This is an optimization exercise on Yosys and OpenROAD, whose aim is a short achievable clock period and few clock cycles, not a production implementation. RTL that was checked went through simulation tests only; none was proved equivalent to the original. For run 6, only the layout was checked, not whether the RTL still works. Power is estimated from default activity; no workload was simulated.

===== flow/run.sh =====
#!/bin/bash
# Standard layout (the standard.sh), with the port buffers made of
# sky130_fd_sc_hd__buf_8 cells instead of the default delay-buffer cells.
export BUFFER_PORTS_ARGS="-buffer_cell sky130_fd_sc_hd__buf_8"
bash standard.sh > standard_run.log 2>&1

===== standard.sh =====
#!/bin/bash
# synth_recipe.tcl (not shown) runs the flow's synth.tcl, then flattens the netlist and writes it again
# the make line also repeats each setting of config.mk as NAME=value (left out here)
make -C /OpenROAD-flow-scripts/flow DESIGN_CONFIG=/design/flow/config.mk WORK_HOME=/design/flow/orfs CLKGATE_MAP_FILE= SYNTH_SCRIPT=/design/flow/synth_recipe.tcl "${@:-finish}"

===== config.mk =====
export PLATFORM = sky130hd
export DESIGN_NAME = rmap
export DESIGN_NICKNAME = rmap
export VERILOG_FILES = /design/flow/design.v
export SDC_FILE = /design/flow/constraint.sdc
export NUM_CORES = 4
export LEC_CHECK = 0
export CAP_MARGIN = 20
export CORE_MARGIN = 2
export CORE_UTILIZATION = 55
export PLACE_DENSITY = 0.7
export SETUP_SLACK_MARGIN = 5
export SLEW_MARGIN = 20
export SYNTH_HIERARCHICAL = 1
export SYNTH_MINIMUM_KEEP_SIZE = 0

===== constraint.sdc =====
create_clock -name core_clock -period 6.0 [get_ports {clk}]
set_input_delay 1.2000 -clock core_clock [delete_from_list [all_inputs] [get_ports {clk}]]
set_output_delay 1.2000 -clock core_clock [all_outputs]
set_load 0.01 [all_outputs]

===== design.v =====
module rmap (
    input             clk,
    input             rst,
    input             cmd_valid,
    output            cmd_ready,
    input      [31:0] cmd_word,
    input      [31:0] cmd_data,
    output            rsp_valid,
    input             rsp_ready,
    output reg [3:0]  rsp_status,
    output     [31:0] rsp_rdata,
    output reg [1:0]  rsp_ebank,
    output reg [6:0]  rsp_eaddr,
    output reg [7:0]  rsp_esel,
    output reg [31:0] rsp_estatus,
    output            bus_req_valid,
    input             bus_req_ready,
    output            bus_req_write,
    output     [6:0]  bus_req_addr,
    output     [7:0]  bus_req_sel,
    output     [15:0] bus_req_wdata,
    input             bus_rsp_valid,
    input      [15:0] bus_rsp_rdata,
    input      [31:0] bus_rsp_status
);
    localparam [3:0] ST_OK          = 4'd0;
    localparam [3:0] ST_TRANSPORT   = 4'd1;
    localparam [3:0] ST_INVALID_SEL = 4'd2;
    localparam [3:0] ST_UNSUPPORTED = 4'd3;
    localparam [3:0] ST_INVALID_CMD = 4'd5;
    function [15:0] nswap(input [15:0] w);
        nswap = {w[11:8], w[15:12], w[3:0], w[7:4]};
    endfunction
    reg st_idle, st_req, st_out, st_rsp;     
    reg st_req_n, st_rsp_n;                  
    reg out_nl;              
    reg out_l;               
    reg        c_raw;        
    reg        c_mask;       
    reg        c_mux;        
    reg        c_set;        
    reg        c_gm;         
    reg        c_gp;         
    reg        c_rw;         
    reg        c_blast;      
    reg [7:0]  c_idx;        
    reg [3:0]  c_f1h;        
    reg [15:0] c_rfw;        
    reg [31:0] hm;           
    reg        q_b, q_wr;
    reg [1:0]  q_k;
    reg [7:0]  q_sel;
    reg        cur_b, cur_last;
    reg [1:0]  cur_k;
    reg [7:0]  cur_sel;
    reg [15:0] w_pass;       
    reg [15:0] w_fix;        
    reg [15:0] w_fix_n;      
    reg [1:0]  c_slot;       
    reg [31:0] racc;         
    reg [15:0] racc_n;       
    reg        e_rw;         
    reg        c_dfr;        
    wire [3:0] op   = cmd_word[3:0];
    wire [3:0] feat = cmd_word[7:4];
    wire [1:0] bank = cmd_word[9:8];
    wire [7:0] idx  = cmd_word[23:16];
    wire [1:0] f    = feat[1:0];
    wire d_rw     = (op == 4'h1);
    wire d_ww     = (op == 4'h2);
    wire d_raw    = d_rw || d_ww;
    wire d_bankop = (op >= 4'h1) && (op <= 4'h6);
    wire d_muxm   = (op == 4'h9) || (op == 4'hA);
    wire d_mask   = (op == 4'h3) || (op == 4'h4) || d_muxm;
    wire d_lport  = (op == 4'h5) || (op == 4'h6);
    wire d_mport  = (op == 4'hB) || (op == 4'hC);
    wire d_port   = d_lport || d_mport;
    wire d_set    = (op == 4'h4) || (op == 4'h6) || (op == 4'hA) || (op == 4'hC);
    wire d_pol    = (f != 2'd0);
    wire bad_res  = (op == 4'h0) || (op == 4'h7) || (op == 4'h8) || (op >= 4'hD) ||
                    (cmd_word[15:10] != 6'd0) || (cmd_word[31:25] != 7'd0);
    wire bad_bank = d_bankop && (bank != 2'd1) && (bank != 2'd2);
    wire bad_feat = (d_mask || d_port) && (feat[3:2] != 2'd0);
    wire bad_port = (d_lport && (idx[7:4] != 4'd0)) || (d_mport && (idx[7:5] != 3'd0));
    wire bad_wr   = d_set && (f != 2'd0) && (f != 2'd3);
    wire d_legal  = !(bad_res || bad_bank || bad_feat || bad_port || bad_wr);
    wire [3:0] d_code = bad_res ? ST_INVALID_CMD :
                        (bad_bank || bad_feat || bad_port) ? ST_INVALID_SEL :
                        bad_wr ? ST_UNSUPPORTED : ST_OK;
    wire       d_b     = d_bankop ? bank[1] : (d_muxm ? 1'b0 : idx[4]);
    wire [1:0] d_k     = d_port ? idx[3:2] : 2'd0;
    wire [7:0] d_sel   = d_raw ? idx : {6'b000100, d_k};
    wire       d_blast = d_bankop ? bank[1] : (d_muxm ? 1'b1 : idx[4]);
    wire [15:0] d_rf   = d_mask ? (16'h1111 << f) : (16'd1 << {idx[1:0], f});
    wire cmd_acc   = st_idle && cmd_valid;
    wire acc_ok    = cmd_acc && d_legal;
    wire acc_bad   = cmd_acc && !d_legal;
    wire rsp_ok    = bus_rsp_valid && !bus_rsp_status[31];
    wire live_req  = st_out && !cur_last && rsp_ok;
    wire live_rsp  = st_out && cur_last && !c_dfr && rsp_ok;
    wire err       = st_out && bus_rsp_valid && bus_rsp_status[31];
    wire get_done  = st_out && cur_last && c_dfr && rsp_ok;
    wire fail_n, req_n1, rsp_n1;
    rmap_inv   u_fail_n (.a(bus_rsp_status[31]), .y(fail_n));
    rmap_nand3 u_req_a  (.a(out_nl), .b(bus_rsp_valid), .c(fail_n), .y(req_n1));
    rmap_nand2 u_req_b  (.a(st_req_n), .b(req_n1), .y(bus_req_valid));
    rmap_nand3 u_rsp_a  (.a(out_l), .b(bus_rsp_valid), .c(fail_n), .y(rsp_n1));
    rmap_nand2 u_rsp_b  (.a(st_rsp_n), .b(rsp_n1), .y(rsp_valid));
    wire   req_v     = st_req || live_req;
    wire   rsp_v     = st_rsp || live_rsp;
    wire   take      = req_v && bus_req_ready;
    wire   rsp_taken = rsp_v && rsp_ready;
    wire ns_idle = (st_idle && !cmd_valid) || rsp_taken;
    wire ns_req  = acc_ok || (req_v && !bus_req_ready);
    wire ns_out  = take || (st_out && !bus_rsp_valid);
    wire ns_rsp  = acc_bad || err || get_done || (rsp_v && !rsp_ready);
    function is_last(input b, input [1:0] k, input wr, input set, input mask, input blast);
        is_last = (!set || wr) && (!mask || (k == 2'd3 && b == blast));
    endfunction
    wire q_last  = is_last(q_b, q_k, q_wr, c_set, c_mask, c_blast);
    wire nl_next = take ? q_last : cur_last;
    reg       n_b, n_wr;
    reg [1:0] n_k;
    always @(*) begin
        n_b = q_b; n_k = q_k; n_wr = 1'b0;
        if (c_set && !q_wr) begin
            n_wr = 1'b1;
        end else if (q_k == 2'd3) begin
            n_b = 1'b1; n_k = 2'd0;
        end else begin
            n_k = q_k + 2'd1;
        end
    end
    wire [7:0] n_sel = c_raw ? c_idx : {6'b000100, n_k};
    wire [15:0] L = nswap(bus_rsp_rdata);
    wire [3:0] new4;
    genvar g;
    generate
        for (g = 0; g < 4; g = g + 1) begin : g_new4
            assign new4[g] = (c_f1h[0] &  L[4*g])   | (c_f1h[1] & ~L[4*g+1]) |
                             (c_f1h[2] & ~L[4*g+2]) | (c_f1h[3] & ~L[4*g+3]);
        end
    endgenerate
    genvar gw;
    generate
        for (gw = 0; gw < 16; gw = gw + 1) begin : g_wd
            wire n1;
            rmap_nand2 ua (.a(w_pass[gw]), .b(bus_rsp_rdata[gw]), .y(n1));
            rmap_nand2 ub (.a(w_fix_n[gw]), .b(n1), .y(bus_req_wdata[gw]));
        end
    endgenerate
    genvar gj;
    generate
        for (gj = 0; gj < 16; gj = gj + 1) begin : g_rsp
            wire n1;
            rmap_nand2 ua (.a(e_rw), .b(L[gj]), .y(n1));
            rmap_nand2 ub (.a(racc_n[gj]), .b(n1), .y(rsp_rdata[gj]));
        end
    endgenerate
    assign rsp_rdata[31:16] = racc[31:16];
    wire [31:0] hm_next = cmd_acc ? ((d_mask ? (d_muxm ? cmd_data : {16'd0, cmd_data[15:0]})
                                             : {32{cmd_word[24]}}) ^ {32{d_pol}}) :
                          (take && q_wr && c_mask) ? {4'd0, hm[31:4]} : hm;
    reg [31:0] racc_next;
    always @(*) begin
        racc_next = racc;
        if (cmd_acc)
            racc_next = 32'd0;
        else if (st_out && rsp_ok) begin
            if (c_rw)
                racc_next = {16'd0, L};
            else if (c_gp)
                racc_next = {31'd0, new4[c_slot]};
            else if (c_gm)
                racc_next[{c_mux & cur_b, cur_k, 2'b00} +: 4] = new4;
        end
    end
    wire [31:0] hm_run = (take && q_wr && c_mask) ? {4'd0, hm[31:4]} : hm;
    wire [15:0] w_fix_next =
        st_idle ? nswap(cmd_data[15:0]) :
        (req_v && !bus_req_ready) ? (st_req ? w_fix :
                                     (w_fix & ~w_pass) | (bus_rsp_rdata & w_pass)) :
        c_rfw & nswap({{4{hm_run[3]}}, {4{hm_run[2]}}, {4{hm_run[1]}}, {4{hm_run[0]}}});
    always @(posedge clk) begin
        if (rst) begin
            st_idle <= 1'b1;
            st_req  <= 1'b0;
            st_req_n <= 1'b1;
            st_rsp_n <= 1'b1;
            st_out  <= 1'b0;
            st_rsp  <= 1'b0;
            out_nl  <= 1'b0;
            out_l   <= 1'b0;
        end else begin
            st_idle <= ns_idle;
            st_req  <= ns_req;
            st_req_n <= !ns_req;
            st_rsp_n <= !ns_rsp;
            st_out  <= ns_out;
            st_rsp  <= ns_rsp;
            out_nl  <= ns_out && !nl_next;
            out_l   <= ns_out && nl_next && !c_dfr;
        end
    end
    always @(posedge clk) begin
        if (cmd_acc) begin
            c_raw   <= d_raw;
            c_mask  <= d_mask;
            c_mux   <= d_muxm;
            c_set   <= d_set;
            c_gm    <= (op == 4'h3) || (op == 4'h9);
            c_gp    <= (op == 4'h5) || (op == 4'hB);
            c_rw    <= d_rw;
            c_slot  <= idx[1:0];
            c_dfr   <= (op == 4'h3) || (op == 4'h9) || (op == 4'h5) || (op == 4'hB);
            c_blast <= d_blast;
            c_idx   <= idx;
            c_f1h   <= 4'b0001 << f;
            c_rfw   <= nswap(d_rf);
        end
        hm <= hm_next;
    end
    always @(posedge clk) begin
        if (take) begin
            cur_b    <= q_b;
            cur_k    <= q_k;
            cur_sel  <= q_sel;
            cur_last <= q_last;
            q_b      <= n_b;
            q_k      <= n_k;
            q_wr     <= n_wr;
            q_sel    <= n_sel;
        end else if (cmd_acc) begin
            q_b      <= d_b;
            q_k      <= d_k;
            q_wr     <= d_ww;
            q_sel    <= d_sel;
        end
        w_pass <= ns_out ? ~c_rfw : 16'd0;
        w_fix   <= w_fix_next;
        w_fix_n <= ~w_fix_next;
    end
    always @(posedge clk) begin
        if (cmd_acc)
            e_rw <= d_rw;
        else if (ns_rsp)
            e_rw <= 1'b0;
        racc   <= racc_next;
        racc_n <= ~racc_next[15:0];
        if (cmd_acc)
            rsp_status <= d_code;
        else if (err)
            rsp_status <= ST_TRANSPORT;
        else if (!(st_rsp && !rsp_ready))
            rsp_status <= ST_OK;
        if (err) begin
            rsp_ebank   <= cur_b ? 2'd2 : 2'd1;
            rsp_eaddr   <= {5'b11000, cur_b, 1'b0};
            rsp_esel    <= cur_sel;
            rsp_estatus <= bus_rsp_status;
        end
    end
    assign cmd_ready     = st_idle;
    assign bus_req_write = q_wr;
    assign bus_req_addr  = {5'b11000, q_b, 1'b0};
    assign bus_req_sel   = q_sel;
endmodule
module rmap_inv (
    input  a,
    output y
);
    assign y = !a;
endmodule
module rmap_nand2 (
    input  a,
    input  b,
    output y
);
    assign y = !(a && b);
endmodule
module rmap_nand3 (
    input  a,
    input  b,
    input  c,
    output y
);
    assign y = !(a && b && c);
endmodule

==> run_results.csv, run 1 <==
group,metric,value,unit
run_status,outcome,"stopped before the end",
run_status,haltStage,"global routing (5_1_grt)",
run_status,firstError,"[ERROR DPL-0038] Utilization greater than 100%, impossible to legalize",
place,dp_hpwl,21.5,mm
cts,numCtsBuffers,25,
logic_synthesis,synthCells,995,
die,start_util,55.6,%
die,dieWidth,144,um
timing,worstEpCategory,"top-level output",
logic_synthesis,synthFlopType,"edfxtp_1",
place,post-place-cells,1414,
logic_synthesis,ys_seq_elements,243,
die,die_y,144,um
logic_synthesis,ys_warn_count,7,
timing,crit_endpoint,"bus_req_valid",
die,ioPinCount,238,
die,row_count,51,
cts,cts.htree.levels,1,
global_route,grt_max_degree,29,
logic_synthesis,async_reset_ff_share,0,%
place,place_congestion,0.894,
logic_synthesis,syn_area_per_cell,10.8,sq um
logic_synthesis,synth_cell_type_count,70,
logic_synthesis,synth_edf_count,134,
cts,hold_buffers,0,
cts,root_buffer,"clkbuf_16",
cts,cts_sinks,243,
cts,cts.path.max_buffers,3,
logic_synthesis,yosysSeqAreaShare,57.9,%
logic_synthesis,synthesis.area,0.0107,sq mm
place,io_buffers,224,
[cells in the mapped netlist (all sizes together) (5+ instances only)]
cell type / n / area [sq um]
nand2: 137 / 514
edfxtp: 134 / 4020
dfxtp: 109 / 2180
nor2: 84 / 315
buf: 43 / 313
clkbuf: 41 / 154
a221o: 39 / 390
o21ai: 29 / 145
a211oi: 26 / 195
inv: 26 / 97.6
nand2b: 24 / 150
a21oi: 23 / 115
nor3: 23 / 115
nand3: 20 / 100
a22oi: 19 / 143
a22o: 18 / 158
a21o: 16 / 120
and3: 16 / 105
a221oi: 15 / 131
a21boi: 13 / 97.6
and2: 13 / 81.3
a31oi: 12 / 75.1
a32oi: 8 / 70.1
ha: 7 / 87.6
o211ai: 7 / 52.6
or2: 7 / 43.8
xnor2: 7 / 61.3
a32o: 6 / 60.1
mux2i: 6 / 60.1
nor2b: 5 / 31.3
[power by group through the flow]
stage          Clock [mW]  Combinational [mW]  Sequential, mW
4_1_cts              1.50               0.740            1.88
3_5_place_dp            0               0.567            1.92
3_3_place_gp            0               0.554            1.92
2_1_floorplan           0               0.312            1.90
[cells by family after synthesis]
family / count (synthesis) / synth area share (%)
compound gates: 263 / 19.1
fa+ha+maj: 8 / 0.910
flops: 243 / 57.9
xor+xnor: 8 / 0.653
mux: 8 / 0.875
simple gates: 352 / 15.2
buf+inv: 111 / 5.30
other cells: 2 / 0.0700
[timing repair]
item | in CTS
endpoints found under the setup margin | 437
cloned | 29
buffers inserted | 136
pin swaps | 125
resized for setup | 252
[worst max path at each step]
stage	start	endpoint	slack (ps)	depth (start not counted)
after floorplan	bus_rsp_status[31]	hm[0]	3210	6
after global placement	cmd_word[0]	hm[9]	2550	6
after detailed placement	cmd_word[0]	hm[6]	2510	6
after CTS	bus_rsp_status[31]	rsp_valid	3210	5
[metrics by stage]
stage	hold WS [ps]	util (%)	cell area (sq um)	worst slack, ps
after CTS	424	95.9	18500	3210
after global placement	401	78.5	15100	2550
after floorplan	400	-	12200	3210
after detailed placement	410	78.5	15100	2510
[modules after synthesis, one instance, submodules excluded]
| module | area [sq um] | times used | flops+latches |
|---|---|---|---|
| rmap_nand3 | 5.00 | 2 | 0 |
| rmap_inv | 3.75 | 1 | 0 |
| rmap | 10500 | 1 | 243 |
| rmap_nand2 | 3.75 | 66 | 0 |
Testbench counts, summed over its fixed seeds: cycles 30,911.
==> run 2: changes to the inputs <==
==> flow/run.sh (replaced) <==
#!/bin/bash
# Standard layout (the standard.sh), with the port buffers made of
# sky130_fd_sc_hd__buf_8 cells instead of the default delay-buffer cells,
# and the bus-response pins grouped with the outputs they drive (pins.tcl,
# applied just before place_pins).
export BUFFER_PORTS_ARGS="-buffer_cell sky130_fd_sc_hd__buf_8"
export PRE_IO_PLACEMENT_TCL="$PWD/flow/pins.tcl"
bash standard.sh > standard_run.log 2>&1
==> flow/pins.tcl (new file) <==
# Pin groups for place_pins: each bus-response input next to the outputs it
# drives in the same cycle, so those input-to-output paths stay short.
set_io_pin_constraint -group -order -pin_names {bus_rsp_status[31] bus_rsp_valid bus_req_valid rsp_valid}
set_io_pin_constraint -group -order -pin_names {bus_rsp_rdata[0] bus_req_wdata[0] rsp_rdata[4]}
set_io_pin_constraint -group -order -pin_names {bus_rsp_rdata[1] bus_req_wdata[1] rsp_rdata[5]}
set_io_pin_constraint -group -order -pin_names {bus_rsp_rdata[2] bus_req_wdata[2] rsp_rdata[6]}
set_io_pin_constraint -group -order -pin_names {bus_rsp_rdata[3] bus_req_wdata[3] rsp_rdata[7]}
set_io_pin_constraint -group -order -pin_names {bus_rsp_rdata[4] bus_req_wdata[4] rsp_rdata[0]}
set_io_pin_constraint -group -order -pin_names {bus_rsp_rdata[5] bus_req_wdata[5] rsp_rdata[1]}
set_io_pin_constraint -group -order -pin_names {bus_rsp_rdata[6] bus_req_wdata[6] rsp_rdata[2]}
set_io_pin_constraint -group -order -pin_names {bus_rsp_rdata[7] bus_req_wdata[7] rsp_rdata[3]}
set_io_pin_constraint -group -order -pin_names {bus_rsp_rdata[8] bus_req_wdata[8] rsp_rdata[12]}
set_io_pin_constraint -group -order -pin_names {bus_rsp_rdata[9] bus_req_wdata[9] rsp_rdata[13]}
set_io_pin_constraint -group -order -pin_names {bus_rsp_rdata[10] bus_req_wdata[10] rsp_rdata[14]}
set_io_pin_constraint -group -order -pin_names {bus_rsp_rdata[11] bus_req_wdata[11] rsp_rdata[15]}
set_io_pin_constraint -group -order -pin_names {bus_rsp_rdata[12] bus_req_wdata[12] rsp_rdata[8]}
set_io_pin_constraint -group -order -pin_names {bus_rsp_rdata[13] bus_req_wdata[13] rsp_rdata[9]}
set_io_pin_constraint -group -order -pin_names {bus_rsp_rdata[14] bus_req_wdata[14] rsp_rdata[10]}
set_io_pin_constraint -group -order -pin_names {bus_rsp_rdata[15] bus_req_wdata[15] rsp_rdata[11]}
--- a/config.mk
+++ b/config.mk
@@ -9,5 +9,5 @@
 export CORE_MARGIN = 2
-export CORE_UTILIZATION = 55
-export PLACE_DENSITY = 0.7
-export SETUP_SLACK_MARGIN = 5
+export CORE_UTILIZATION = 40
+export PLACE_DENSITY = 0.6
+export SETUP_SLACK_MARGIN = 4
 export SLEW_MARGIN = 20
==> run 2 against run 1 <==
Against the previous run:
- area after synthesis did not move
- synthesized cell count stayed put
- now clean on timing, DRC and antenna
==> run_results.csv, run 2 <==
group,metric,value,unit
finish,final_cell_mix,"buf_8 (208), edfxtp_1 (134), dfxtp_1 (92)",
global_route,use_met3,4.09,%
logic_synthesis,synth_edf_count,134,
timing,setup_violations,0,
die,die_y,168,um
power,ir_worst_vdd,0.240,mV
power,switchingPower,1.04,mW
power,p_seq_share,45.6,%
logic_synthesis,synthesis.area,0.0107,sq mm
route,drc,0,
timing,clock.fmax,358,MHz
setup_path,critPathSlowestCell,"buf_12",
global_route,grt_max_degree,45,
place,dp_hpwl,23.4,mm
min_path,hold_depth,0,
route,finalWirelength,36.7,mm
die,die_area,0.0281,sq mm
timing,slew_headroom,50.1,%
run_status,outcome,"finished clean",
finish,num-nets-final,1449,
timing,hold_ws,417,ps
logic_synthesis,syn_area_per_cell,10.8,sq um
logic_synthesis,yosysTopAreaCellShare,37.5,%
logic_synthesis,yosysSeqAreaShare,57.9,%
logic_synthesis,ys_warn_count,7,
finish,drive_gt1_share,50.9,%
setup_path,worstPathRequired,4800,ps
power,p_comb_share,17.1,%
power,p_per_area,225,mW/mm^2
cts,clock_latency,530,ps
global_route,grt_pass1_wl,53.3,mm
die,dieWidth,168,um
cts,numCtsBuffers,27,
timing,worst_slack,3210,ps
cts,root_buffer,"clkbuf_16",
logic_synthesis,synthTopCellsByCount,"nand2_1 (137), edfxtp_1 (134), dfxtp_1 (109)",
place,place_congestion,0.798,
power,cellInternalPower,3.10,mW
power,clkPwrFrac,37.4,%
global_route,antenna_found_initial,0,
logic_synthesis,synth_cell_type_count,70,
setup_path,arrival,1590,ps
place,dpl_worst_slack,2350,ps
setup_path,reg2reg_depth,8,
logic_synthesis,async_reset_ff_share,0,%
route,dr.pass1.iters,5,
flow_run,max_cap_violations,0,
cts,cts_sinks,243,
route,drtIter0Drc,830,
timing,worst_pin_slew,747,ps
global_route,grt_use_total,24.8,%
cts,path_clk_slew,50,ps
global_route,grt.met2_usage,42.2,%
route,vias,9314,
die,fp.coreArea,0.0262,sq mm
finish,antenna_cells,0,
cts,cts.path.max_buffers,3,
setup_path,path_class,"primary input to primary output",
finish,fin_util,70.1,%
cts,cts.htree.levels,1,
setup_path,cp-start-kind,"primary input",
timing,rsz0062_at_grt,"true",
power,leakage,7.53,nW
route,route.antenna.remaining_nets,0,
place,post-place-cells,1487,
setup_path,ff2ff_setup_slack,3730,ps
min_path,hold_class,"register to register",
route,routed_via_density,5.55,
logic_synthesis,synthFlopType,"edfxtp_1",
setup_path,max_stage_delay,110,ps
power,p_sw_share,25.1,%
setup_path,crit_path_end_kind,"primary output",
die,row_count,59,
logic_synthesis,yosysTopAreaCell,"edfxtp_1",
finish,layout_commonest_cell,"buf_8",
timing,skew,13.4,ps
global_route,grt_pass1_vias,8757,
die,ioPinCount,238,
route,wl_per_cell,21.9,um
logic_synthesis,synthCells,995,
timing,hold_violations,0,
die,start_util,40.9,%
setup_path,cp_max_fo,2,
timing,period_share,46.5,%
global_route,grt_most_used_layer,"met2",
finish,top_regs,"hm (32), racc (32), rsp_estatus (32)",
timing,fin_crit,2790,ps
finish,final_cells,1678,
global_route,grt_use_met1,33.8,%
logic_synthesis,synth_area_leaders,"edfxtp_1 (38%), dfxtp_1 (20%), nand2_1 (4.8%)",
place,io_buffers,224,
timing,slew_viol_final,0,
logic_synthesis,ys_seq_elements,243,
cts,cts_tree,"built",
global_route,overflow,0,
setup_path,critical_path.cell_chain,"buf_12 -> inv_12 -> nand3_2 -> nand2_2 -> buf_8",
finish,area_growth,71.3,%
logic_synthesis,yosysMostFrequentCell,"nand2_1",
timing,tns,0,ps
[run 2: cell counts after synthesis]
Identical to the previous run, type by type.
[run 2: layout make-up]
type	count	area, sq um
clock buffers	43	788
clock inverters	5	25.0
fillers	1855	7840
inverters	27	146
multi-input cells	658	5740
flip-flops and latches	243	6230
well taps	335	419
repair buffers	361	4950
repair inverters	6	63.8
[run 2: worst max-delay path, delay by kind of cell]
kind	cells	cell delay, ps
buf+inv	3	260
simple gates	2	120
[run 2: power groups by stage]
stage          clock network, mW  registers [mW]  logic (mW)
2_1_floorplan                  0            1.90       0.296
3_3_place_gp                   0            1.91       0.574
3_5_place_dp                   0            1.91       0.579
4_1_cts                     1.55            1.88       0.669
5_1_grt                     1.63            1.89       0.745
6_report                    1.54            1.88       0.706
[run 2: per-layer routing]
layer / wire [um] / vias up
li1: - / 4362
met1: 15900 / 4577
met2: 18000 / 333
met3: 2300 / 42
met4: 594 / 0
met5: 0 / -
[run 2: metrics by stage]
step,instance area [sq um],power [mW]
3_3_place_gp,15100,2.49
4_1_cts,17600,4.11
2_1_floorplan,11900,2.20
6_report,18400,4.13
5_1_grt,18400,4.27
3_5_place_dp,15100,2.49
[run 2: repair_timing]
action                                  CTS  global route
pin swaps                                71            70
endpoints found under the setup margin  398           347
setup buffers                            93            33
gates cloned                             13             4
resized for setup                       165            92
hold buffers                              0             0
[run 2: cells by family after synthesis]
family / after synthesis / share of synthesized area, %
simple gates: 352 / 15.2
compound gates: 263 / 19.1
flops: 243 / 57.9
buf+inv: 111 / 5.30
fa+ha+maj: 8 / 0.910
xor+xnor: 8 / 0.653
mux: 8 / 0.875
other cells: 2 / 0.0700
[run 2: path summary, 6_finish.rpt]
| path | startpoint | endpoint |
|---|---|---|
| worst max-delay path | bus_rsp_status[31] | bus_req_valid |
| worst min register to register | cur_sel[6] | rsp_esel[6] |
| worst min-delay path | cur_sel[6] | rsp_esel[6] |
| worst max register to register | cur_k[0] | racc[2] |
[run 2: Yosys stat by module, one instance, submodules excluded]
module / flip-flops and latches / area [sq um]
rmap: 243 / 10500
rmap_nand3: 0 / 5.00
rmap_inv: 0 / 3.75
rmap_nand2: 0 / 3.75
==> run 3: changes to the inputs <==
--- a/config.mk
+++ b/config.mk
@@ -9,4 +9,4 @@
 export CORE_MARGIN = 2
-export CORE_UTILIZATION = 40
-export PLACE_DENSITY = 0.6
+export CORE_UTILIZATION = 55
+export PLACE_DENSITY = 0.7
 export SETUP_SLACK_MARGIN = 4
==> run 3 against run 2 <==
Against the previous run:
- the run now fails in global routing (5_1_grt)
- area after synthesis stayed put
- synthesized cell count stayed put
==> run_results.csv, run 3 <==
group,metric,value,unit
run_status,outcome,"stopped before the end",
run_status,haltStage,"global routing (5_1_grt)",
run_status,firstError,"[ERROR GRT-0232] Routing congestion too high. Check the congestion heatmap in the GUI.",
die,row_count,51,
logic_synthesis,synthesis.area,0.0107,sq mm
logic_synthesis,ys_seq_elements,243,
logic_synthesis,async_reset_ff_share,0,%
logic_synthesis,synthTopCellsByCount,"nand2_1 (137), edfxtp_1 (134), dfxtp_1 (109)",
logic_synthesis,synth_edf_count,134,
global_route,grt_max_degree,44,
logic_synthesis,synth_cell_type_count,70,
place,place_area,0.0150,sq mm
place,dpl_worst_slack,2790,ps
logic_synthesis,yosysSeqAreaShare,57.9,%
cts,numCtsBuffers,25,
global_route,overflow,847,
logic_synthesis,ys_warn_count,7,
logic_synthesis,syn_area_per_cell,10.8,sq um
cts,cts.htree.levels,1,
timing,worstEpCategory,"top-level output",
global_route,grt_use_total,91.1,%
logic_synthesis,synthCells,995,
cts,cts_sinks,243,
die,ioPinCount,238,
cts,hold_buffers,0,
logic_synthesis,synth_area_leaders,"edfxtp_1 (38%), dfxtp_1 (20%), nand2_1 (4.8%)",
place,dp_hpwl,22.4,mm
logic_synthesis,synthFlopType,"edfxtp_1",
logic_synthesis,yosysTopAreaCellShare,37.5,%
die,die_y,144,um
die,start_util,55.6,%
cts,cts.path.max_buffers,3,
logic_synthesis,yosysTopAreaCell,"edfxtp_1",
cts,root_buffer,"clkbuf_16",
place,io_buffers,224,
die,dieWidth,144,um
logic_synthesis,yosysMostFrequentCell,"nand2_1",
place,place_congestion,0.842,
timing,crit_endpoint,"bus_req_valid",
run 3: how the worst max path moves through the flow:
stage	to	cells past startpoint	start	slack, ps
floorplan	hm[13]	8	cmd_word[1]	3210
global placement	hm[0]	6	bus_rsp_status[31]	2880
detailed placement	hm[0]	6	bus_rsp_status[31]	2790
CTS	rsp_valid	5	bus_rsp_status[31]	3200
run 3: kinds of logic after synthesis:
group	synth area share [%]
other	0.0700
multiplexers	0.875
flip-flops	57.9
adder cells (fa/ha/maj)	0.910
AND/OR/NAND/NOR	15.2
AO/OA/AOI/OAI	19.1
XOR/XNOR	0.653
buffers and inverters	5.30
run 3: per-module statistics from Yosys (local to each module, per instance):
module / times used / area [sq um] / cells
rmap: 1 / 10500 / 926
rmap_nand3: 2 / 5.00 / 1
rmap_inv: 1 / 3.75 / 1
rmap_nand2: 66 / 3.75 / 1
run 3: repair_timing:
item | 4_1_cts
endpoints found under the setup margin | 385
cloned | 19
resized for setup | 220
pin swaps | 122
buffers inserted | 109
run 3: power groups by stage:
| stage | logic, mW | clock network (mW) | registers (mW) |
|---|---|---|---|
| 2_1_floorplan | 0.296 | 0 | 1.90 |
| 3_3_place_gp | 0.557 | 0 | 1.91 |
| 3_5_place_dp | 0.571 | 0 | 1.91 |
| 4_1_cts | 0.671 | 1.49 | 1.89 |
run 3: per-stage QoR:
step | power (mW) | std cells
after floorplan | 2.20 | 1006
after global placement | 2.47 | 1419
after detailed placement | 2.49 | 1419
after CTS | 4.05 | 1593
run 3: per-layer routing:
metal	track usage (%)	overflow
met2	112	572
met1	85.0	9
met4	104	255
met3	72.7	11
met5	24.1	0
==> run 4: changes to the inputs <==
--- a/design.v
+++ b/design.v
@@ -61,3 +61,6 @@
     reg [15:0] racc_n;       
+    reg [3:0]  racc_nh;      
     reg        e_rw;         
+    reg        e_g0l;        
+    reg        e_g0h;        
     reg        c_dfr;        
@@ -156,6 +159,17 @@
             rmap_nand2 ua (.a(e_rw), .b(L[gj]), .y(n1));
-            rmap_nand2 ub (.a(racc_n[gj]), .b(n1), .y(rsp_rdata[gj]));
+            if (gj >= 12) begin : g_m
+                wire n2;
+                rmap_nand2 uc (.a(e_g0l), .b(L[4*(gj-12)]), .y(n2));
+                rmap_nand3 ub (.a(racc_n[gj]), .b(n1), .c(n2), .y(rsp_rdata[gj]));
+            end else begin : g_w
+                rmap_nand2 ub (.a(racc_n[gj]), .b(n1), .y(rsp_rdata[gj]));
+            end
+        end
+        for (gj = 28; gj < 32; gj = gj + 1) begin : g_rsh
+            wire n1;
+            rmap_nand2 ua (.a(e_g0h), .b(L[4*(gj-28)]), .y(n1));
+            rmap_nand2 ub (.a(racc_nh[gj-28]), .b(n1), .y(rsp_rdata[gj]));
         end
     endgenerate
-    assign rsp_rdata[31:16] = racc[31:16];
+    assign rsp_rdata[27:16] = racc[27:16];
     wire [31:0] hm_next = cmd_acc ? ((d_mask ? (d_muxm ? cmd_data : {16'd0, cmd_data[15:0]})
@@ -214,3 +228,4 @@
             c_slot  <= idx[1:0];
-            c_dfr   <= (op == 4'h3) || (op == 4'h9) || (op == 4'h5) || (op == 4'hB);
+            c_dfr   <= (((op == 4'h3) || (op == 4'h9)) && (f != 2'd0)) ||
+                       (op == 4'h5) || (op == 4'hB);
             c_blast <= d_blast;
@@ -243,8 +258,14 @@
     always @(posedge clk) begin
-        if (cmd_acc)
-            e_rw <= d_rw;
-        else if (ns_rsp)
-            e_rw <= 1'b0;
+        if (cmd_acc) begin
+            e_rw  <= d_rw;
+            e_g0l <= (op == 4'h3) && (f == 2'd0);
+            e_g0h <= (op == 4'h9) && (f == 2'd0);
+        end else if (ns_rsp) begin
+            e_rw  <= 1'b0;
+            e_g0l <= 1'b0;
+            e_g0h <= 1'b0;
+        end
         racc   <= racc_next;
         racc_n <= ~racc_next[15:0];
+        racc_nh <= ~racc_next[31:28];
         if (cmd_acc)
--- a/config.mk
+++ b/config.mk
@@ -9,4 +9,4 @@
 export CORE_MARGIN = 2
-export CORE_UTILIZATION = 55
-export PLACE_DENSITY = 0.7
+export CORE_UTILIZATION = 40
+export PLACE_DENSITY = 0.75
 export SETUP_SLACK_MARGIN = 4
==> run 4 against run 3 <==
Against the previous run:
- the run now finishes clean
- synthesized cell count increased by 2.3%
- area after synthesis increased by 2.8%
==> run_results.csv, run 4 <==
group,metric,value,unit
logic_synthesis,synth_cell_type_count,79,
power,leakage,7.68,nW
cts,cts_sinks,249,
place,dp_hpwl,23.5,mm
die,die_y,170,um
power,switchingPower,1.14,mW
power,p_per_area,228,mW/mm^2
die,start_util,40.8,%
cts,clock_latency,540,ps
global_route,grt_use_total,26.5,%
timing,clock.fmax,358,MHz
global_route,grt_max_degree,52,
route,routed_via_density,6.07,
cts,cts.path.max_buffers,3,
cts,cts_tree,"built",
setup_path,crit_path_end_kind,"primary output",
die,row_count,60,
power,p_seq_share,44.0,%
power,clkPwrFrac,37.6,%
finish,top_regs,"hm (32), racc (32), rsp_estatus (32)",
min_path,hold_depth,0,
route,route.antenna.remaining_nets,0,
setup_path,cp_max_fo,2,
logic_synthesis,yosysMostFrequentCell,"nand2_1",
setup_path,worstPathRequired,4800,ps
timing,period_share,46.6,%
run_status,outcome,"finished clean",
finish,fin_util,71.3,%
timing,hold_ws,417,ps
finish,multi_input_comb_area,0.00641,sq mm
logic_synthesis,synthFlopType,"edfxtp_1",
setup_path,arrival,1590,ps
logic_synthesis,ys_warn_count,7,
logic_synthesis,ys_seq_elements,249,
timing,rsz0062_at_grt,"true",
timing,tns,0,ps
timing,slew_headroom,55.0,%
finish,antenna_cells,0,
die,fp.coreArea,0.0270,sq mm
setup_path,reg2reg_depth,7,
global_route,use_met3,3.72,%
cts,path_clk_slew,60,ps
global_route,grt_pass1_wl,59.0,mm
finish,fillers,1671,
power,p_comb_share,18.4,%
finish,num-nets-final,1476,
die,ioPinCount,238,
route,drc,0,
finish,layout_commonest_cell,"buf_8",
route,vias,10400,
logic_synthesis,synthTopCellsByCount,"nand2_1 (151), edfxtp_1 (136), dfxtp_1 (113)",
logic_synthesis,synth_edf_count,136,
timing,fin_crit,2790,ps
cts,root_buffer,"clkbuf_16",
route,dr.pass1.iters,5,
global_route,grt_pass1_vias,9978,
die,die_area,0.0289,sq mm
timing,setup_violations,0,
place,io_buffers,224,
route,drtIter0Drc,1120,
power,p_sw_share,25.9,%
global_route,grt_most_used_layer,"met2",
finish,final_cell_mix,"buf_8 (207), edfxtp_1 (136), dfxtp_1 (100)",
finish,area_growth,74.7,%
logic_synthesis,async_reset_ff_share,0,%
timing,hold_violations,0,
die,dieWidth,170,um
finish,final-seq-area,0.00636,sq mm
logic_synthesis,yosysTopAreaCell,"edfxtp_1",
setup_path,cp-start-kind,"primary input",
timing,slew_viol_final,0,
cts,numCtsBuffers,26,
finish,drive_gt1_share,52.4,%
min_path,hold_class,"register to register",
logic_synthesis,syn_area_per_cell,10.8,sq um
global_route,overflow,0,
flow_run,max_cap_violations,0,
timing,skew,21.0,ps
global_route,grt.met2_usage,45.7,%
logic_synthesis,synth_area_leaders,"edfxtp_1 (37%), dfxtp_1 (21%), nand2_1 (5.1%)",
route,wl_per_cell,24.2,um
cts,hold_buffers,0,
global_route,grt_use_met1,34.3,%
global_route,antenna_found_initial,0,
power,cellInternalPower,3.26,mW
route,finalWirelength,41.4,mm
power,ir_worst_vdd,0.186,mV
logic_synthesis,yosysSeqAreaShare,57.6,%
timing,worst_pin_slew,672,ps
cts,cts.htree.levels,1,
setup_path,path_class,"primary input to primary output",
place,place_congestion,0.853,
logic_synthesis,synthesis.area,0.0110,sq mm
logic_synthesis,synthCells,1018,
logic_synthesis,yosysTopAreaCellShare,37.0,%
==> run 4: final cells by class <==
class | count | share of cell area (%)
sequential | 249 | 33.0
multi-input combinational | 688 | 33.3
timing repair inverter | 6 | 0.344
inverter | 30 | 0.903
timing repair buffer | 350 | 25.6
clock buffer | 40 | 4.19
clock inverter | 8 | 0.370
tap | 341 | 2.22
==> run 4: what timing repair did <==
item | CTS | global route
setup buffers | 93 | 18
cloned | 28 | 5
gates resized for setup | 234 | 103
pin swaps | 121 | 77
endpoints found under the setup margin | 413 | 334
==> run 4: per-layer routing <==
metal / part of all wire, % / vias to the layer above
li1: - / 4537
met1: 37 / 5066
met2: 50 / 654
met3: 8.7 / 135
met4: 4.1 / 0
met5: 0 / -
==> run 4: through the flow <==
stage	power [mW]	worst slack, ps	cells	cell area, sq um
finish	4.40	3210	1712	19300
global route	4.51	3180	1712	19300
CTS	4.32	3200	1689	18600
detailed placement	2.56	2130	1520	15500
global placement	2.55	2210	1519	15500
floorplan	2.26	3300	1029	12400
==> run 4: power by group through the flow <==
stage / clock network, mW / logic (mW) / registers (mW)
5_1_grt: 1.73 / 0.843 / 1.94
6_report: 1.66 / 0.808 / 1.94
3_5_place_dp: 0 / 0.603 / 1.96
2_1_floorplan: 0 / 0.314 / 1.95
4_1_cts: 1.65 / 0.745 / 1.93
3_3_place_gp: 0 / 0.591 / 1.96
==> run 4: path summary, 6_finish.rpt <==
path                                    startpoint            end  slack, ps
worst max register to register             st_idle          hm[9]       3740
worst max-delay path            bus_rsp_status[31]  bus_req_valid       3210
worst min register to register          cur_sel[2]    rsp_esel[2]        420
worst min-delay path                    cur_sel[2]    rsp_esel[2]        420
==> run 4: critical path, stage by stage <==
cell	delay, ps
buf_12	110
inv_12	40
nand3_2	50
nand2_2	80
buf_8	100
==> run 4: cell families (layout without fill, tap and decap cells) <==
| logic type | after synthesis | after routing | share of synthesized area [%] |
|---|---|---|---|
| AOI/OAI and AO/OA | 282 | 283 | 19.9 |
| xor gates and xnor gates | 9 | 9 | 0.783 |
| adders and majority gates | 8 | 8 | 0.885 |
| buffers and inverters | 109 | 434 | 5.06 |
| DFF | 249 | 249 | 57.6 |
| muxes | 7 | 7 | 0.760 |
| other | 2 | 13 | 0.0681 |
| and+or+nand+nor | 352 | 368 | 15.0 |
==> run 4: Yosys stat by module, one instance, submodules excluded <==
module,times used,cells inside
rmap_inv,1,1
rmap,1,937
rmap_nand2,74,1
rmap_nand3,6,1
Testbench counts of run 4, summed over its fixed seeds: cycles 30,763.
==> run 5: changes to the inputs <==
--- a/config.mk
+++ b/config.mk
@@ -10,3 +10,3 @@
 export CORE_UTILIZATION = 40
-export PLACE_DENSITY = 0.75
+export PLACE_DENSITY = 0.6
 export SETUP_SLACK_MARGIN = 4
==> run 5 against run 4 <==
Against the previous run:
- still clean
- via count shrank 5.6%
- maximum frequency is essentially flat
- clock power grew 5%
- clock-buffer cell count grew 2
- first-iteration DRC count shrank 36%
- combinational power shrank 4.2%
- clock skew shrank 8.6 ps
- synthesized cell count is the same
- total power grew 1.3%
- critical endpoint is now rsp_valid
- highest routed layer unchanged
==> run_results.csv, run 5 <==
group,metric,value,unit
route,dr_wl_met2,19.2,mm
setup_path,reg2reg_depth,8,
logic_synthesis,yosysTopAreaCellShare,37.0,%
logic_synthesis,synth_area_leaders,"edfxtp_1 (37%), dfxtp_1 (21%), nand2_1 (5.1%)",
setup_path,crit_path_end_kind,"primary output",
min_path,min_from,"cur_sel[4]",
die,fp.coreArea,0.0270,sq mm
setup_path,rr_endpoint,"racc_n[3]",
timing,setup_violations,0,
timing,clock.fmax,358,MHz
run_status,outcome,"finished clean",
finish,layout_commonest_cell,"buf_8",
power,p_comb_share,17.4,%
timing,slew_headroom,54.5,%
finish,top_regs,"hm (32), racc (32), rsp_estatus (32)",
place,dp_hpwl,23.7,mm
route,drtIter0Drc,722,
cts,cts.path.max_buffers,3,
route,top_layer,"met4",
power,switchingPower,1.12,mW
finish,area_growth,74.7,%
timing,hold_ws,412,ps
setup_path,worstPathRequired,4800,ps
route,wl_met1,16.6,mm
finish,stdcell_area,0.0193,sq mm
logic_synthesis,ys_warn_count,7,
global_route,grt_max_degree,53,
die,die_y,170,um
die,die_area,0.0289,sq mm
setup_path,cp-startpoint,"bus_rsp_status[31]",
route,dr.pass1.iters,7,
setup_path,cp_max_fo,2,
die,row_count,60,
cts,cts_tree,"built",
logic_synthesis,yosysSeqAreaShare,57.6,%
flow_run,max_cap_violations,0,
min_path,hold_class,"register to register",
power,p_seq_share,43.3,%
global_route,grt_use_total,25.9,%
logic_synthesis,ys_seq_elements,249,
logic_synthesis,yosysMostFrequentCell,"nand2_1",
timing,tns,0,ps
setup_path,path_depth,5,
logic_synthesis,yosysTopAreaCell,"edfxtp_1",
power,ir_worst_vdd,0.247,mV
logic_synthesis,synthTopCellsByCount,"nand2_1 (151), edfxtp_1 (136), dfxtp_1 (113)",
setup_path,path_buf_inv,3,
setup_path,arrival,1590,ps
cts,clock_latency,530,ps
route,routed_via_density,5.70,
die,ioPinCount,238,
logic_synthesis,async_reset_ff_share,0,%
finish,num-nets-final,1481,
power,clkPwrFrac,39.3,%
logic_synthesis,synth_edf_count,136,
timing,worst_slack,3210,ps
die,start_util,40.8,%
setup_path,max_stage_delay,110,ps
power,p_per_area,231,mW/mm^2
die,dieWidth,170,um
cts,cts.htree.levels,1,
global_route,antenna_found_initial,0,
route,vias,9805,
setup_path,r2r_start,"cur_k[0]",
route,finalWirelength,38.7,mm
finish,drive_gt1_share,52.0,%
global_route,grt_pass1_wl,57.2,mm
cts,path_clk_slew,60,ps
logic_synthesis,synthCells,1018,
timing,slew_viol_final,0,
cts,cts_sinks,249,
global_route,grt_pass1_vias,9472,
place,place_area,0.0155,sq mm
place,io_buffers,224,
power,leakage,7.72,nW
setup_path,critPathSlowestCell,"buf_12",
power,p_sw_share,25.2,%
timing,fin_crit,2790,ps
logic_synthesis,synthesis.area,0.0110,sq mm
route,wl_per_cell,22.5,um
setup_path,critical_path.cell_chain,"buf_12 -> inv_12 -> nand3_2 -> nand2_2 -> buf_8",
logic_synthesis,syn_area_per_cell,10.8,sq um
timing,worst_pin_slew,681,ps
setup_path,ff2ff_setup_slack,3690,ps
setup_path,crit_family,"buffers and inverters",
cts,numCtsBuffers,28,
setup_path,path_class,"primary input to primary output",
route,route.antenna.remaining_nets,0,
logic_synthesis,synth_cell_type_count,79,
finish,antenna_cells,0,
finish,fin_util,71.3,%
global_route,overflow,0,
finish,final_cell_mix,"buf_8 (207), edfxtp_1 (136), dfxtp_1 (100)",
route,drc,0,
power,cellInternalPower,3.33,mW
logic_synthesis,synthFlopType,"edfxtp_1",
timing,hold_violations,0,
timing,skew,12.4,ps
setup_path,cp-start-kind,"primary input",
timing,period_share,46.6,%
cts,hold_buffers,0,
cts,root_buffer,"clkbuf_16",
place,dpl_worst_slack,2100,ps
setup_path,cp-endpoint,"rsp_valid",
place,place_congestion,0.799,
route,wl_met3,2.26,mm
timing,rsz0062_at_grt,"true",
-- run 5: cell types whose count changed in the layout (fill, tap and decap cells not counted), moves of 6 or more --
cell       before  now
a211oi_1        6   20
a211oi_2       19    5
buf_4          61   74
clkbuf_16      28   36
a22oi_1        12    5
a22oi_2         3   10
nand3_4        15    8
nand3_2         2    8
-- run 5: worst reg2reg max path, stage by stage (launching register included) --
cell       delay, ps
edfxtp_1         440
inv_2            110
ha_4             230
or4b_4           550
nor4_4           440
a22oi_2          100
o2bb2ai_2        170
buf_4            120
nand2_1           40
-- run 5: kinds of logic (layout without fill, tap and decap cells) --
group	Yosys count	count (layout)	synth area share, %
simple gates	352	360	15.0
compound gates	282	283	19.9
flops	249	249	57.6
buf+inv	109	449	5.06
xor+xnor	9	9	0.783
fa+ha+maj	8	8	0.885
mux	7	7	0.760
other cells	2	13	0.0681
-- run 5: layout make-up --
cell class              instances  area [sq um]
flip-flops and latches        249          6360
repair inverters                6          62.6
well taps                     341           427
inverters                      30           173
clock inverters                10          55.1
repair buffers                361          5030
clock buffers                  42           913
fillers                      1892          7770
multi-input cells             680          6240
-- run 5: worst min-delay path by stage --
stage,slack (ps),depth (start not counted),endpoint
final,410,0,rsp_esel[4]
after global routing,420,0,rsp_esel[5]
after CTS,420,0,rsp_esel[4]
after detailed placement,400,0,rsp_esel[4]
after global placement,400,0,rsp_esel[0]
after floorplan,400,0,rsp_esel[0]
-- run 5: per-module statistics from Yosys (local to each module, per instance) --
module      area [sq um]  cells inside
rmap_nand2          3.75             1
rmap               10700           937
rmap_inv            3.75             1
rmap_nand3          5.00             1
-- run 5: layer usage --
layer  up-vias  GRT usage [%]
met4         0           4.79
met1      4863           35.7
met5         -              0
met2       358           44.1
li1       4543              -
met3        41           3.26
-- run 5: power by group through the flow --
stage / Combinational, mW / Sequential [mW] / Clock, mW
6_report: 0.774 / 1.93 / 1.75
5_1_grt: 0.816 / 1.94 / 1.83
4_1_cts: 0.728 / 1.93 / 1.77
3_5_place_dp: 0.606 / 1.96 / 0
3_3_place_gp: 0.600 / 1.96 / 0
2_1_floorplan: 0.314 / 1.95 / 0
-- run 5: timing repair --
action | CTS | global route
endpoints found under the hold margin | 0 | 0
resized for setup | 202 | 111
endpoints found under the setup margin | 409 | 334
pin swaps | 85 | 83
cloned | 19 | 5
setup buffers | 97 | 26
-- run 5: metrics by stage --
| step | instances | total power [mW] |
|---|---|---|
| after floorplan | 1029 | 2.26 |
| after global placement | 1520 | 2.56 |
| after detailed placement | 1520 | 2.57 |
| after CTS | 1688 | 4.43 |
| after global routing | 1719 | 4.59 |
| final | 1719 | 4.46 |
==> run 6: changes to the inputs <==
--- a/design.v
+++ b/design.v
@@ -65,2 +65,4 @@
     reg        e_g0h;        
+    reg [3:1]  e_gl_n;       
+    reg [3:1]  e_gh_n;       
     reg        c_dfr;        
@@ -160,5 +162,9 @@
             if (gj >= 12) begin : g_m
-                wire n2;
+                wire n2, t1, t2, t3, w;
                 rmap_nand2 uc (.a(e_g0l), .b(L[4*(gj-12)]), .y(n2));
-                rmap_nand3 ub (.a(racc_n[gj]), .b(n1), .c(n2), .y(rsp_rdata[gj]));
+                rmap_nor2  u1 (.a(e_gl_n[1]), .b(L[4*(gj-12)+1]), .y(t1));
+                rmap_nor2  u2 (.a(e_gl_n[2]), .b(L[4*(gj-12)+2]), .y(t2));
+                rmap_nor2  u3 (.a(e_gl_n[3]), .b(L[4*(gj-12)+3]), .y(t3));
+                rmap_nor3  uw (.a(t1), .b(t2), .c(t3), .y(w));
+                rmap_nand4 ub (.a(racc_n[gj]), .b(n1), .c(n2), .d(w), .y(rsp_rdata[gj]));
             end else begin : g_w
@@ -168,5 +174,9 @@
         for (gj = 28; gj < 32; gj = gj + 1) begin : g_rsh
-            wire n1;
+            wire n1, t1, t2, t3, w;
             rmap_nand2 ua (.a(e_g0h), .b(L[4*(gj-28)]), .y(n1));
-            rmap_nand2 ub (.a(racc_nh[gj-28]), .b(n1), .y(rsp_rdata[gj]));
+            rmap_nor2  u1 (.a(e_gh_n[1]), .b(L[4*(gj-28)+1]), .y(t1));
+            rmap_nor2  u2 (.a(e_gh_n[2]), .b(L[4*(gj-28)+2]), .y(t2));
+            rmap_nor2  u3 (.a(e_gh_n[3]), .b(L[4*(gj-28)+3]), .y(t3));
+            rmap_nor3  uw (.a(t1), .b(t2), .c(t3), .y(w));
+            rmap_nand3 ub (.a(racc_nh[gj-28]), .b(n1), .c(w), .y(rsp_rdata[gj]));
         end
@@ -228,4 +238,3 @@
             c_slot  <= idx[1:0];
-            c_dfr   <= (((op == 4'h3) || (op == 4'h9)) && (f != 2'd0)) ||
-                       (op == 4'h5) || (op == 4'hB);
+            c_dfr   <= (op == 4'h5) || (op == 4'hB);
             c_blast <= d_blast;
@@ -262,2 +271,4 @@
             e_g0h <= (op == 4'h9) && (f == 2'd0);
+            e_gl_n <= ~(((op == 4'h3) ? 3'b001 : 3'b000) << (f - 2'd1)) | {3{f == 2'd0}};
+            e_gh_n <= ~(((op == 4'h9) ? 3'b001 : 3'b000) << (f - 2'd1)) | {3{f == 2'd0}};
         end else if (ns_rsp) begin
@@ -266,2 +277,4 @@
             e_g0h <= 1'b0;
+            e_gl_n <= 3'b111;
+            e_gh_n <= 3'b111;
         end
@@ -309 +322,25 @@
 endmodule
+module rmap_nand4 (
+    input  a,
+    input  b,
+    input  c,
+    input  d,
+    output y
+);
+    assign y = !(a && b && c && d);
+endmodule
+module rmap_nor2 (
+    input  a,
+    input  b,
+    output y
+);
+    assign y = !(a || b);
+endmodule
+module rmap_nor3 (
+    input  a,
+    input  b,
+    input  c,
+    output y
+);
+    assign y = !(a || b || c);
+endmodule
==> run 6 against run 5 <==
Against the previous run:
- still clean on timing, DRC and antenna
- utilization up 1.1 points
- worst hold slack improved by 1.3 ps
- total power increased by 3.7%
- maximum frequency is 9.4% lower
- sequential cell count rose by 5
- critical endpoint is now rsp_rdata[28]
==> run_results.csv, run 6 <==
group,metric,value,unit
route,vias,10300,
cts,cts.path.max_buffers,3,
cts,hold_buffers,0,
run_status,outcome,"finished clean",
setup_path,max_stage_delay,160,ps
finish,antenna_cells,0,
die,die_y,174,um
finish,stdcell_area,0.0207,sq mm
logic_synthesis,synth-simple-area-share,18.4,%
global_route,grt_use_total,26.3,%
cts,cts_tree,"built",
timing,clock.fmax,324,MHz
cts,numCtsBuffers,28,
setup_path,arrival,1880,ps
finish,final_cell_mix,"buf_8 (222), edfxtp_1 (141), dfxtp_1 (100)",
die,fp.coreArea,0.0286,sq mm
setup_path,crit_family,"buffers and inverters",
global_route,grt_max_degree,62,
setup_path,cp_max_fo,6,
setup_path,cp-start-kind,"primary input",
cts,clock_latency,550,ps
place,io_buffers,224,
global_route,grt_pass1_wl,61.7,mm
setup_path,reg2reg_depth,11,
timing,slew_viol_final,0,
power,p_per_area,223,mW/mm^2
setup_path,rr_endpoint,"racc_n[7]",
setup_path,ff2ff_setup_slack,3540,ps
min_path,min_to,"rsp_esel[4]",
setup_path,critical_path.cell_chain,"buf_12 -> buf_4 -> nor2_4 -> nor3_2 -> nand3_1 -> buf_8",
route,dr.pass1.iters,4,
setup_path,path_buf_inv,3,
global_route,grt_pass1_vias,10000,
place,place_area,0.0160,sq mm
power,leakage,8.27,nW
logic_synthesis,yosysMostFrequentCell,"nand2_1",
timing,worst_pin_slew,858,ps
logic_synthesis,synthesis.area,0.0116,sq mm
timing,skew,19.2,ps
logic_synthesis,synthCells,1107,
timing,rsz0062_at_grt,"true",
logic_synthesis,synthFlopType,"edfxtp_1",
setup_path,path_class,"primary input to primary output",
logic_synthesis,synth_compound_area_share,15.4,%
logic_synthesis,synth_cell_type_count,80,
power,ir_worst_vdd,0.217,mV
timing,fin_crit,3080,ps
logic_synthesis,yosys.area_share.xor_xnor,3.03,%
cts,path_clk_slew,60,ps
finish,layout_commonest_cell,"buf_8",
die,die_area,0.0303,sq mm
logic_synthesis,synth.area.mux_share,0.876,%
logic_synthesis,synth-adder-area-share,1.28,%
timing,period_share,51.4,%
finish,drive_gt1_share,55.2,%
die,row_count,62,
die,dieWidth,174,um
timing,slew_headroom,42.7,%
cts,cts_sinks,254,
timing,hold_violations,0,
finish,num-nets-final,1609,
global_route,overflow,0,
die,start_util,40.4,%
route,routed_via_density,5.48,
finish,final_cells,1886,
logic_synthesis,ys_warn_count,7,
min_path,hold_class,"register to register",
timing,tns,0,ps
setup_path,crit_path_end_kind,"primary output",
place,place_congestion,0.833,
route,route.antenna.remaining_nets,0,
route,wl_per_cell,22.0,um
logic_synthesis,synth_area_leaders,"edfxtp_1 (37%), dfxtp_1 (20%), nand2_1 (5.1%)",
finish,area_growth,79.0,%
timing,setup_violations,0,
place,post-place-cells,1653,
logic_synthesis,synth_top_family_by_area,"simple AND/OR/NAND/NOR gates",
finish,top_regs,"hm (32), racc (32), rsp_estatus (32)",
logic_synthesis,yosysTopAreaCell,"edfxtp_1",
setup_path,critPathSlowestCell,"nor3_2",
cts,cts.htree.levels,1,
route,finalWirelength,41.4,mm
die,ioPinCount,238,
place,dp_hpwl,25.2,mm
flow_run,max_cap_violations,0,
min_path,hold_depth,0,
global_route,antenna_found_initial,0,
min_path,min_from,"cur_sel[4]",
logic_synthesis,yosysSeqAreaShare,56.1,%
route,drc,0,
cts,root_buffer,"clkbuf_16",
route,drtIter0Drc,823,
logic_synthesis,synthTopCellsByCount,"nand2_1 (158), edfxtp_1 (141), dfxtp_1 (113)",
finish,fillers,1918,
setup_path,r2r_start,"cur_k[1]",
setup_path,worstPathRequired,4800,ps
logic_synthesis,async_reset_ff_share,0,%
logic_synthesis,yosysTopAreaCellShare,36.6,%
logic_synthesis,ys_seq_elements,254,
logic_synthesis,syn_area_per_cell,10.5,sq um
logic_synthesis,synth_edf_count,141,
## run 6: changes by cell type after synthesis, sizes merged, moves of 8 or more
cell | previous run | this run
and2 | 15 | 30
nor2 | 75 | 104
o21ai | 30 | 49
a21oi | 24 | 59
a221o | 36 | 12
a211oi | 26 | 1
a32o | 18 | 8
a21o | 17 | 9
a22o | 20 | 8
xnor2 | 6 | 37
## run 6: logic make-up after synthesis
logic type | count (synthesis)
AOI/OAI and AO/OA | 256
buffers and inverters | 103
other | 2
muxes | 10
xor gates and xnor gates | 40
DFF | 254
adders and majority gates | 12
and+or+nand+nor | 430
## run 6: worst max path at each step
stage	depth (start not counted)	from	slack, ps	end
6_report	6	bus_rsp_rdata[7]	2920	rsp_rdata[28]
5_1_grt	5	bus_rsp_rdata[6]	2880	rsp_rdata[12]
4_1_cts	5	bus_rsp_rdata[6]	2920	rsp_rdata[12]
3_5_place_dp	6	cmd_word[0]	2530	rsp_status[0]
3_3_place_gp	6	cmd_word[0]	2580	rsp_status[0]
2_1_floorplan	3	bus_rsp_rdata[7]	3280	rsp_rdata[12]
## run 6: metal layers
| layer | GRT usage (%) | share of wire (%) |
|---|---|---|
| met1 | 35.1 | 42 |
| met2 | 44.4 | 50 |
| met3 | 4.68 | 6.0 |
| met4 | 6.65 | 2.5 |
| met5 | 0 | 0 |
## run 6: stage by stage
step	setup WS, ps	total power [mW]	utilization [%]	hold WS [ps]
after global routing	2880	4.77	72.3	418
after floorplan	3280	2.33	-	400
after global placement	2580	2.63	56.0	401
after CTS	2920	4.56	68.6	414
after detailed placement	2530	2.64	56.0	405
final	2920	4.62	72.3	413
## run 6: area by class of cell
cell class | count | area [sq um] | area share, %
Timing Repair Buffer | 404 | 5680 | 27.4
Tap cell | 384 | 480 | 2.32
Sequential cell | 254 | 6520 | 31.5
Clock buffer | 38 | 820 | 3.96
Inverter | 23 | 159 | 0.767
Clock inverter | 14 | 119 | 0.574
Multi-Input combinational cell | 769 | 6940 | 33.5
## run 6: timing repair
action                     in CTS  in global routing
gates cloned                   21                  2
setup buffers                 120                 38
pin swaps                     132                110
setup endpoints to repair     326                345
resized for setup             284                166
## run 6: Yosys stat by module, one instance, submodules excluded
module,area [sq um],flip-flops and latches
rmap,11100,254
rmap_nor3,10.0,0
rmap_nand4,6.26,0
rmap_nand3,5.00,0
rmap_inv,3.75,0
rmap_nand2,3.75,0
rmap_nor2,3.75,0
## run 6: report_power, final
group          internal (mW)  switching, mW  total, mW
combinational          0.481          0.422      0.903
clock                   1.04          0.707       1.74
sequential              1.92         0.0587       1.98
total                   3.44           1.19       4.62

==> separate check: timing with driven ports <==
The flow's constraints put no driver on any port. The routed layouts listed below were extracted and timed again, unchanged, in two steps. Step 1 sets driving cells, clkbuf_16 on the clock port and buf_2 on the other inputs (assumed; they add their load-dependent delay and slew). Step 2, shift: input delay + t, output delay - t, t = (earliest + latest rising clock arrival at the registers) / 2. This alone moves slack from input paths to output paths. Three values: ideal, step 1, step 2; two values: the first two.
run | t (ns) | slack for setup (ns) | worst hold slack (ns) | worst register clock-pin slew, ns
run 2 | 0.574 | 3.210 / 3.146 / 2.829 | 0.417 / 0.417 / 0.417 | 0.06 / 0.06
run 4 | 0.575 | 3.206 / 3.121 / 2.903 | 0.417 / 0.417 / 0.417 | 0.07 / 0.07
run 5 | 0.579 | 3.206 / 3.123 / 2.787 | 0.412 / 0.412 / 0.412 | 0.07 / 0.07
run 6 | 0.594 | 2.918 / 2.849 / 2.849 | 0.413 / 0.413 / 0.413 | 0.06 / 0.06
After both steps setup and hold are still met in every run listed. For run 5, which loses most, drivers alone change the setup slack by -0.083 ns; drivers and shift together by -0.419 ns.
